Context: an optimization exercise on an open-source flow, tuned for small area. The choices shown serve that exercise and are no tape-out recipe. Where RTL was checked, it was by simulation tests only, not by an equivalence proof against the original. No activity file was given, so power comes from the tool's default toggle rates.

// bqcore
module bqcore (
    input  wire        clk,
    input  wire        rst,           
    input  wire        host_valid,
    input  wire        host_we,
    input  wire        host_size,     
    input  wire [6:0]  host_addr,
    input  wire [31:0] host_wdata,
    output reg         host_ack,
    output reg         host_err,
    output wire [31:0] host_rdata,
    output wire        treq_valid,
    output reg  [1:0]  treq_kind,     
    output wire [6:0]  treq_dev,
    output reg  [1:0]  treq_len,      
    output wire [23:0] treq_data,     
    output wire [15:0] treq_ms,       
    input  wire        trsp_valid,
    input  wire [1:0]  trsp_kind,     
    input  wire [15:0] trsp_data,     
    output wire        irq
);
    localparam [31:0] P_KEYS_RESET = 32'h36720414;
    localparam [6:0]  P_DEV_ADDR   = 7'h55;
    localparam [2:0] E_ILLEGAL = 3'd1, E_DOMAIN = 3'd2, E_RANGE = 3'd3,
                     E_BUS = 3'd4, E_TIMEOUT = 3'd5, E_ABORTED = 3'd6;
    reg        st_busy, st_done, st_ovr;
    reg [2:0]  st_errcode;
    reg [1:0]  ph_hi;           
    reg [2:0]  ph_lo;           
    reg [1:0]  st_sub;
    reg [3:0]  st_op;
    reg        abort_pending, req_out;
    reg [31:0] opa_lo, opa_hi;
    reg [31:0] res_p;
    reg        res_x;
    reg [15:0] ctrl_maxpoll;
    reg        ctrl_ie;
    reg [15:0] csw;
    reg [31:0] keys;
    reg [15:0] loopcnt;
    reg [15:0] lat_maxpoll;
    reg [31:0] lat_keys;
    reg [255:0] blk;
    reg [7:0]  bsum;
    reg [6:0]  a_q;
    reg        sz_q;
    reg        rdw_q;           
    reg        rdb_q;           
    reg        pw_q;            
    reg [31:0] wd_q;
    wire [7:0]  bsum_next;
    wire [7:0]  csum = ~(pw_q ? bsum_next : bsum);
    wire [31:0] xenc_res;
    wire        xenc_domain, xenc_range;
    bqcore_xcodec u_xcodec (
        .xenc_in({opa_hi, opa_lo}), .xenc_out(xenc_res),
        .xenc_domain(xenc_domain), .xenc_range(xenc_range));
    reg  [31:0] blk_word;
    reg  [7:0]  blk_byte;
    integer k;
    always @* begin
  ...
export LEC_CHECK = 0
export CAP_MARGIN = 20
export CORE_MARGIN = 2
export CORE_UTILIZATION = 40
export PLACE_DENSITY = 0.6
export SLEW_MARGIN = 20
create_clock -name core_clock -period 10.0 [get_ports {clk}]
standard.sh (not shown) runs the stock make flow with config.mk's settings and CLKGATE_MAP_FILE= SYNTH_SCRIPT=/design/flow/synth_recipe.tcl, a recipe that flattens the netlist after the stock synthesis.
==> flow/flow/run.sh <==
#!/bin/bash
# Layout flow: the standard flow (standard.sh, unchanged synthesis) with
# three layout settings changed:
#  - ports are buffered with the smallest buffer (buf_1) instead of the
#    default clkdlybuf4s50_1; repair_design still resizes them where needed;
#  - clock tree synthesis inserts no dummy loads and uses larger sink
#    clusters, so fewer clock buffers are needed.
# Each tool's full output goes to the ORFS logs under orfs/logs/, and make's
# own output to standard.log in this folder.
set -euo pipefail
export BUFFER_PORTS_ARGS="-buffer_cell sky130_fd_sc_hd__buf_1"
export CTS_ARGS="-sink_clustering_enable -repair_clock_nets -dont_use_dummy_load -buf_list sky130_fd_sc_hd__clkbuf_8 -sink_clustering_size 18 -sink_clustering_max_diameter 45"
bash standard.sh > standard.log 2>&1
Change:
--- a/flow/design.v
+++ b/flow/design.v
@@ -71,17 +71,19 @@
     reg        ctrl_ie;
     reg [15:0] csw;
     reg [31:0] keys;
     reg [15:0] loopcnt;
     reg [15:0] lat_maxpoll;
     reg [31:0] lat_keys;
     reg [255:0] blk;
     reg [7:0]  bsum;
-    reg [6:0]  a_q;
+    reg [1:0]  a_q;             
+    reg [7:0]  wsel_q;          
+    reg [3:0]  bsel_q;          
     reg        sz_q;
     reg        rdw_q;           
     reg        rdb_q;           
     reg        pw_q;            
     reg [31:0] wd_q;
     wire [7:0]  bsum_next;
     wire [7:0]  csum = ~(pw_q ? bsum_next : bsum);
     wire [31:0] xenc_res;
@@ -90,20 +92,20 @@
         .xenc_in({opa_hi, opa_lo}), .xenc_out(xenc_res),
         .xenc_domain(xenc_domain), .xenc_range(xenc_range));
     reg  [31:0] blk_word;
     reg  [7:0]  blk_byte;
     integer k;
     always @* begin
         blk_word = 32'd0;
         for (k = 0; k < 8; k = k + 1)
-            blk_word = blk_word | (blk[32*k +: 32] & {32{a_q[4:2] == k[2:0]}});
+            blk_word = blk_word | (blk[32*k +: 32] & {32{wsel_q[k]}});
         blk_byte = 8'd0;
         for (k = 0; k < 4; k = k + 1)
-            blk_byte = blk_byte | (blk_word[8*k +: 8] & {8{a_q[1:0] == k[1:0]}});
+            blk_byte = blk_byte | (blk_word[8*k +: 8] & {8{bsel_q[k]}});
     end
     bqcore_csum u_csum (
         .acc(bsum), .old_word(blk_word), .old_byte(blk_byte),
         .wdata(wd_q), .size(sz_q), .acc_next(bsum_next));
     wire [10:0] rx_exp = {3'b000, res_p[31:24]} + 11'd894;
     wire [5:0] ph = {ph_hi, 1'b0, ph_lo};    
     reg        ph_subcmd;      
     reg        ph_poll;        
@@ -236,41 +238,43 @@
             default: cmd_res = xenc_res;
         endcase
     end
     wire res_we = cmd_res_we || (complete && !ill);
     wire lc_we  = cal_acc || lc_clear || (fail && !ill);
     wire [15:0] sel;
     genvar g;
     generate for (g = 0; g < 16; g = g + 1) begin : g_sel
-        assign sel[g] = rdw_q && a_q[6:2] == g;
+        assign sel[g] = rdw_q && a_q == g[4:3] && wsel_q[g[2:0]];
     end endgenerate
     wire [31:0] st_word = {4'd0, st_op, 4'd0, req_out, abort_pending, st_sub,
                            2'b00, ph_hi, 1'b0, ph_lo, 1'b0, st_errcode, st_ovr,
                            (st_errcode != 3'd0), st_done, st_busy};
     assign host_rdata =
           (st_word                          & {32{sel[1]}})
         | (opa_lo                           & {32{sel[2]}})
         | (opa_hi                           & {32{sel[3]}})
         | (res_p                            & {32{sel[4] && !res_x}})
         | ({res_p[2:0], 29'd0}              & {32{sel[4] && res_x}})
         | ({res_p[23], rx_exp, res_p[22:3]} & {32{sel[5] && res_x}})
         | ({15'd0, ctrl_ie, ctrl_maxpoll}   & {32{sel[6]}})
         | ({16'd0, csw}                     & {32{sel[7]}})
         | (keys                             & {32{sel[8]}})
         | ({16'd0, loopcnt}                 & {32{sel[9]}})
-        | (blk_word & {32{rdw_q && a_q[6:5] == 2'b10}})
+        | (blk_word & {32{rdw_q && a_q == 2'b10}})
         | ({24'd0, blk_byte} & {32{rdb_q}});
     wire [31:0] wd0   = rst ? 32'd0 : host_wdata;
     wire [31:0] wdk   = rst ? P_KEYS_RESET : host_wdata;
     wire [31:0] wdblk = rst ? 32'd0 : (sz_q ? wd_q : {4{wd_q[7:0]}});
     integer i;
     always @(posedge clk) begin
         host_err   <= !legal;
-        a_q   <= host_addr;
+        a_q   <= host_addr[6:5];
+        for (i = 0; i < 8; i = i + 1) wsel_q[i] <= host_addr[4:2] == i[2:0];
+        for (i = 0; i < 4; i = i + 1) bsel_q[i] <= host_addr[1:0] == i[1:0];
         sz_q  <= host_size;
         wd_q  <= host_wdata;
         rdw_q <= !host_we && host_size && host_addr[1:0] == 2'b00;
         rdb_q <= !host_we && !host_size && host_addr[6:5] == 2'b10;
         pw_q  <= !rst && blk_wr;
         if (cal_acc) begin
             lat_maxpoll <= ctrl_maxpoll;
             lat_keys    <= keys;
@@ -278,17 +282,17 @@
         if (rst || (wr_w && wa == 5'h02)) opa_lo <= wd0;
         if (rst || (wr_w && wa == 5'h03)) opa_hi <= wd0;
         if (rst || (wr_w && wa == 5'h06)) begin
             ctrl_maxpoll <= wd0[15:0];
             ctrl_ie <= wd0[16];
         end
         if (rst || (wr_w && wa == 5'h08)) keys <= wdk;
         for (i = 0; i < 32; i = i + 1)
-            if (rst || (pw_q && (sz_q ? (a_q[4:2] == i[4:2]) : (a_q[4:0] == i[4:0]))))
+            if (rst || (pw_q && wsel_q[i/4] && (sz_q || bsel_q[i%4])))
                 blk[8*i +: 8] <= wdblk[8*i[1:0] +: 8];
         if (rst || pw_q) bsum <= rst ? 8'd0 : bsum_next;
         if (rst || poll_done) csw <= rst ? 16'd0 : trsp_data;
         if (rst || res_we) begin
             res_p <= rst ? 32'd0 : cmd_res_we ? cmd_res : {16'd0, s_csw};
             res_x <= !rst && cmd_res_we && cop[1:0] == 2'd3;
         end
         if (rst || lc_we) loopcnt <= (rst || cal_acc || lc_clear) ? 16'd0 : cnt_inc;
- non-clock buffer count decreases by 25
- worst setup slack is better by 1.2 ns
- power rises by 2.6%
- worst hold slack improves by 0.023 ns
- clock-buffer cell count rose by 3
- clock power is about the same
- first-iteration DRC count increases by 0.81%
Function not checked in the first run of this note: the RTL went through the layout flow alone.

static timing again, ports no longer ideal:
In the flow no input, the clock included, has a driving cell. The finished layouts below were timed again as built, in two steps. Step 1, drivers: a clkbuf_16 drives clk and a buf_2 each remaining input, both assumed. Step 2 adds t to the input delays and takes it off the output delays; t is the mean of the earliest and latest rising clock arrival at the registers after step 1. Input paths then give back, and output paths get back, about the clock's delay inside the block. Slacks: no drivers / after step 1 / after step 2; pairs: no drivers / after step 1.
run	shift t [ns]	setup slack, ns	worst hold slack (ns)	slew at the worst register clock pin (ns)	worst data-port slew with drivers (ns)
the first run	0.719	1.992 / 1.992 / 1.992	0.433 / 0.433 / 0.433	0.10 / 0.10	0.07
the second run	0.727	3.232 / 3.232 / 3.232	0.456 / 0.456 / 0.456	0.10 / 0.10	0.06
After both steps setup and hold are still met in every run listed.
